From an optimization exercise on the open Yosys and OpenROAD flow, aimed at small area, a short achievable clock period and few clock cycles; shortcuts taken in it are not production practice.
The RTL was checked by simulation tests, not by an equivalence proof against the original design.
Power and IR drop assume default switching activity.

==> maple <==
==> flow/design.v (excerpt) <==
module wsprer_ddfs (
    input             clk,
    input             rst,
    input             bus_we,
    input             bus_re,
    input      [5:0]  bus_addr,
    input      [31:0] bus_wdata,
    output reg [31:0] bus_rdata,
    output            busy,
    input      [31:0] lines_avail,
    input             sched_ready,
    input             lines_lost,
    output     [31:0] line_out,
    output     [31:0] line_oe
);
    localparam [31:0] CONFIG_VAL = 32'h0002_0204;
    localparam [31:0] LINES_HI   = 32'h001F_0000;
    localparam [1:0] ST_STOPPED = 2'd0, ST_INIT = 2'd1, ST_RUN = 2'd2, ST_FATAL = 2'd3;
    localparam [2:0] R_OK = 3'd0, R_CONFIG = 3'd1, R_CONFLICT = 3'd2, R_ILLEGAL = 3'd3;
    localparam [2:0] E_IDLE = 3'd0, E_LOAD = 3'd1, E_DRIVE = 3'd2, E_DELAY = 3'd3, E_SLACK = 3'd4;
    reg [31:0] clk_hz, target_lo, target_hi, underrun_cnt, acc, clk_act, x_reg;
    reg [63:0] inc;
    reg [1:0]  state;
    reg        stop_pending, stalled, ph, own;
  ...
Settings: LEC_CHECK=0, ABC_CLOCK_PERIOD_IN_PS=4500, CAP_MARGIN=20, CORE_MARGIN=2, CORE_UTILIZATION=40, PLACE_DENSITY=0.6, SETUP_SLACK_MARGIN=5, SLEW_MARGIN=20, TNS_END_PERCENT=0; clock period 10.0 ns.
run.sh (not shown) runs the stock make flow with config.mk's settings and CLKGATE_MAP_FILE= SYNTH_SCRIPT=/design/flow/synth_recipe.tcl, a recipe that flattens the netlist after the stock synthesis.
==> onyx (differences from maple) <==
CTS_BUF_LIST = sky130_fd_sc_hd__clkbuf_8   (was default)
CTS_CLUSTER_DIAMETER = 40   (was default)
CTS_CLUSTER_SIZE = 12   (was default)
==> raven (differences from maple) <==
--- a/flow/design.v
+++ b/flow/design.v
@@ -293,32 +293,36 @@
     wire push = !torn && (state_h == ST_INIT || state_h == ST_RUN) && sched_ready && !full_h;
     wire        new_ops = (ex_st && st_stopped && div_valid) || sf_ok;
     wire [31:0] acc_new = (pend_is_start || pend_pr) ? 32'd0 : acc;
     wire [63:0] sum_old = {32'd0, acc} + inc;
     wire [63:0] sum_new = {32'd0, acc_new} + div_inc;
     wire [63:0] sch_sum = new_ops ? sum_new : sum_old;
     wire       flush    = clear || st_ok || torn;
-    wire [2:0] lvl_base = flush ? 3'd0 : level;
-    wire [2:0] level_n  = lvl_base - {2'd0, pop} + {2'd0, push};
+    wire [2:0] lvl_up   = level + 3'd1;
+    wire [2:0] lvl_dn   = level - 3'd1;
+    wire [2:0] level_n  = flush ? {2'd0, push} :
+                          (push && !pop) ? lvl_up : (pop && !push) ? lvl_dn : level;
     wire       teardown = clear || torn;
     wire [1:0] state_s  = torn ? ST_STOPPED : state_h;
     wire       promote  = st_init && !clear && (level == 3'd3) && push;
     reg [2:0] result_n;
     always @* begin
         result_n = result;
         if (c_ok)  result_n = R_OK;
         if (c_ill) result_n = R_ILLEGAL;
         if (ex_st)
             result_n = st_fatal ? R_CONFIG : !st_stopped ? R_CONFLICT :
                        (!avail_ok || !div_valid) ? R_CONFIG : R_OK;
         if (ex_sf)
             result_n = (!(st_init || st_run) || !div_valid) ? R_CONFIG : R_OK;
     end
-    wire [31:0] ucnt_h   = (c_clr || st_ok) ? 32'd0 : underrun_cnt;
-    wire [31:0] ucnt_n   = (stall1 && ucnt_h != 32'hFFFF_FFFF) ? ucnt_h + 32'd1 : ucnt_h;
+    wire [31:0] ucnt_up  = (underrun_cnt != 32'hFFFF_FFFF) ? underrun_cnt + 32'd1 : underrun_cnt;
+    wire [31:0] ucnt_n   = st_ok ? 32'd0 :
+                           c_clr ? {31'd0, stall1} :
+                           stall1 ? ucnt_up : underrun_cnt;
     wire [31:0] status = {7'd0, e_phase, out, own, ph, 5'd0, level, 1'b0, result,
                           stalled, stop_pending, state};
     reg [31:0] rd_val;
     always @* begin
         case (bus_addr[5:2])
             4'h1:    rd_val = status;
             4'h2:    rd_val = clk_hz;
@@ -389,16 +393,16 @@
             e_phase       <= teardown ? E_IDLE : promote ? E_LOAD : eph_e;
             stop_pending  <= !torn && sp_h;
             stalled       <= !torn && (e_load ? (!sp_h && empty_h) : stall_h);
             own           <= !teardown && own_h;
             ph            <= !teardown && !st_ok && (drive ? !ph : ph);
             out           <= teardown ? 4'd0 : st_ok ? ~pend_pat :
                              drive ? (ph ? ~pat_a : pat_a) : out;
-            rd_ptr        <= flush ? wr_ptr : rd_ptr + {1'b0, pop};
-            wr_ptr        <= wr_ptr + {1'b0, push};
+            rd_ptr        <= flush ? wr_ptr : pop ? rd_ptr + 2'd1 : rd_ptr;
+            wr_ptr        <= push ? wr_ptr + 2'd1 : wr_ptr;
             level         <= level_n;
             pend          <= div_start || (pend && !exec);
             bus_rdata     <= rd_ok ? rd_val : 32'd0;
         end
         if (e_phase == E_DRIVE)
             dcnt <= (x_reg != 32'd0) ? {x_reg, 1'b0} : 33'd2;
         else if (e_phase == E_DELAY && dcnt == 33'd1)
CORE_UTILIZATION = 70   (was 40)
PLACE_DENSITY = 0.8   (was 0.6)
==> comparison table <==
metric                                                                    maple           raven            onyx
Required time of the critical path                                     10.70 ns        10.65 ns        10.87 ns
Number of buffers added by the clock tree synthesis step                    104              97             146
Final Total Pwr                                                         9.67 mW         9.10 mW         9.31 mW
Filler Cells Inserted                                                    14,859           6,169          14,980
Capture endpoint of the worst hold path                                bl_lo[4]        bl_lo[3]        bl_lo[4]
Synthesized-area fraction occupied by ao, oa, aoi and oai cells           15.8%           16.0%           15.8%
Post-CTS resize count                                                       103              98             116
Global-route wire length before repair                               345,000 um      325,000 um      347,000 um
First-pass detailed-route iteration total                                     7              10               7
Synth cell types                                                            106             100             106
Biggest cell delay along the critical path                              0.74 ns         0.64 ns         0.75 ns
Number of rows created at floorplan                                         144             109             144
Post-synthesis adder-cell area fraction                                   13.1%           13.2%           13.1%
All-layer global routing usage                                            28.8%           46.8%           29.0%
H-Tree Level Count                                                            3               3               4
Final-layout clock buffer total                                             132             121             155
Hold Path Origin                                                       bl_lo[4]        bl_lo[3]        bl_lo[4]
Result of the run                                                finished clean  finished clean  finished clean
Post-route insts no fill                                                  9,339           8,527           9,432
Sequential cell area share                                                29.0%           29.8%           29.1%
Testbench counts of maple, summed over its fixed seeds: cycles 4,344.
Testbench counts of onyx, summed over its fixed seeds: cycles 4,344.
Testbench counts of raven, summed over its fixed seeds: cycles 4,344.

==> afterwards: timing with drivers on the ports <==
No port has a modelled driver above. Below, the same layouts with a new extraction and two added sets of constraints.
Step 1 (the two cells are an assumption about what drives the block):
set clk [get_ports {clk}]
set_driving_cell -lib_cell sky130_fd_sc_hd__clkbuf_16 $clk
set_driving_cell -lib_cell sky130_fd_sc_hd__buf_2 [delete_from_list [all_inputs] $clk]
Step 2 times the ports against the registers' clock, not the clock port: input delays grow and output delays shrink by t, the midpoint of the rising clock arrivals with the driver on.
Slacks: ideal ports / drivers / drivers and shift; pairs: ideal ports / drivers.
run	t (ns)	setup WS [ns]	worst setup path at the end	cell pins on the clock port's net
maple	0.815	3.407 / 3.460 / 2.645	input to register	1
onyx	0.994	3.437 / 3.486 / 2.494	input to register	1
raven	0.782	3.515 / 3.515 / 2.903	input to register	1
After both steps setup and hold are still met in every run listed. For onyx, which loses most, drivers alone change the setup slack by +0.049 ns; drivers and shift together by -0.943 ns.
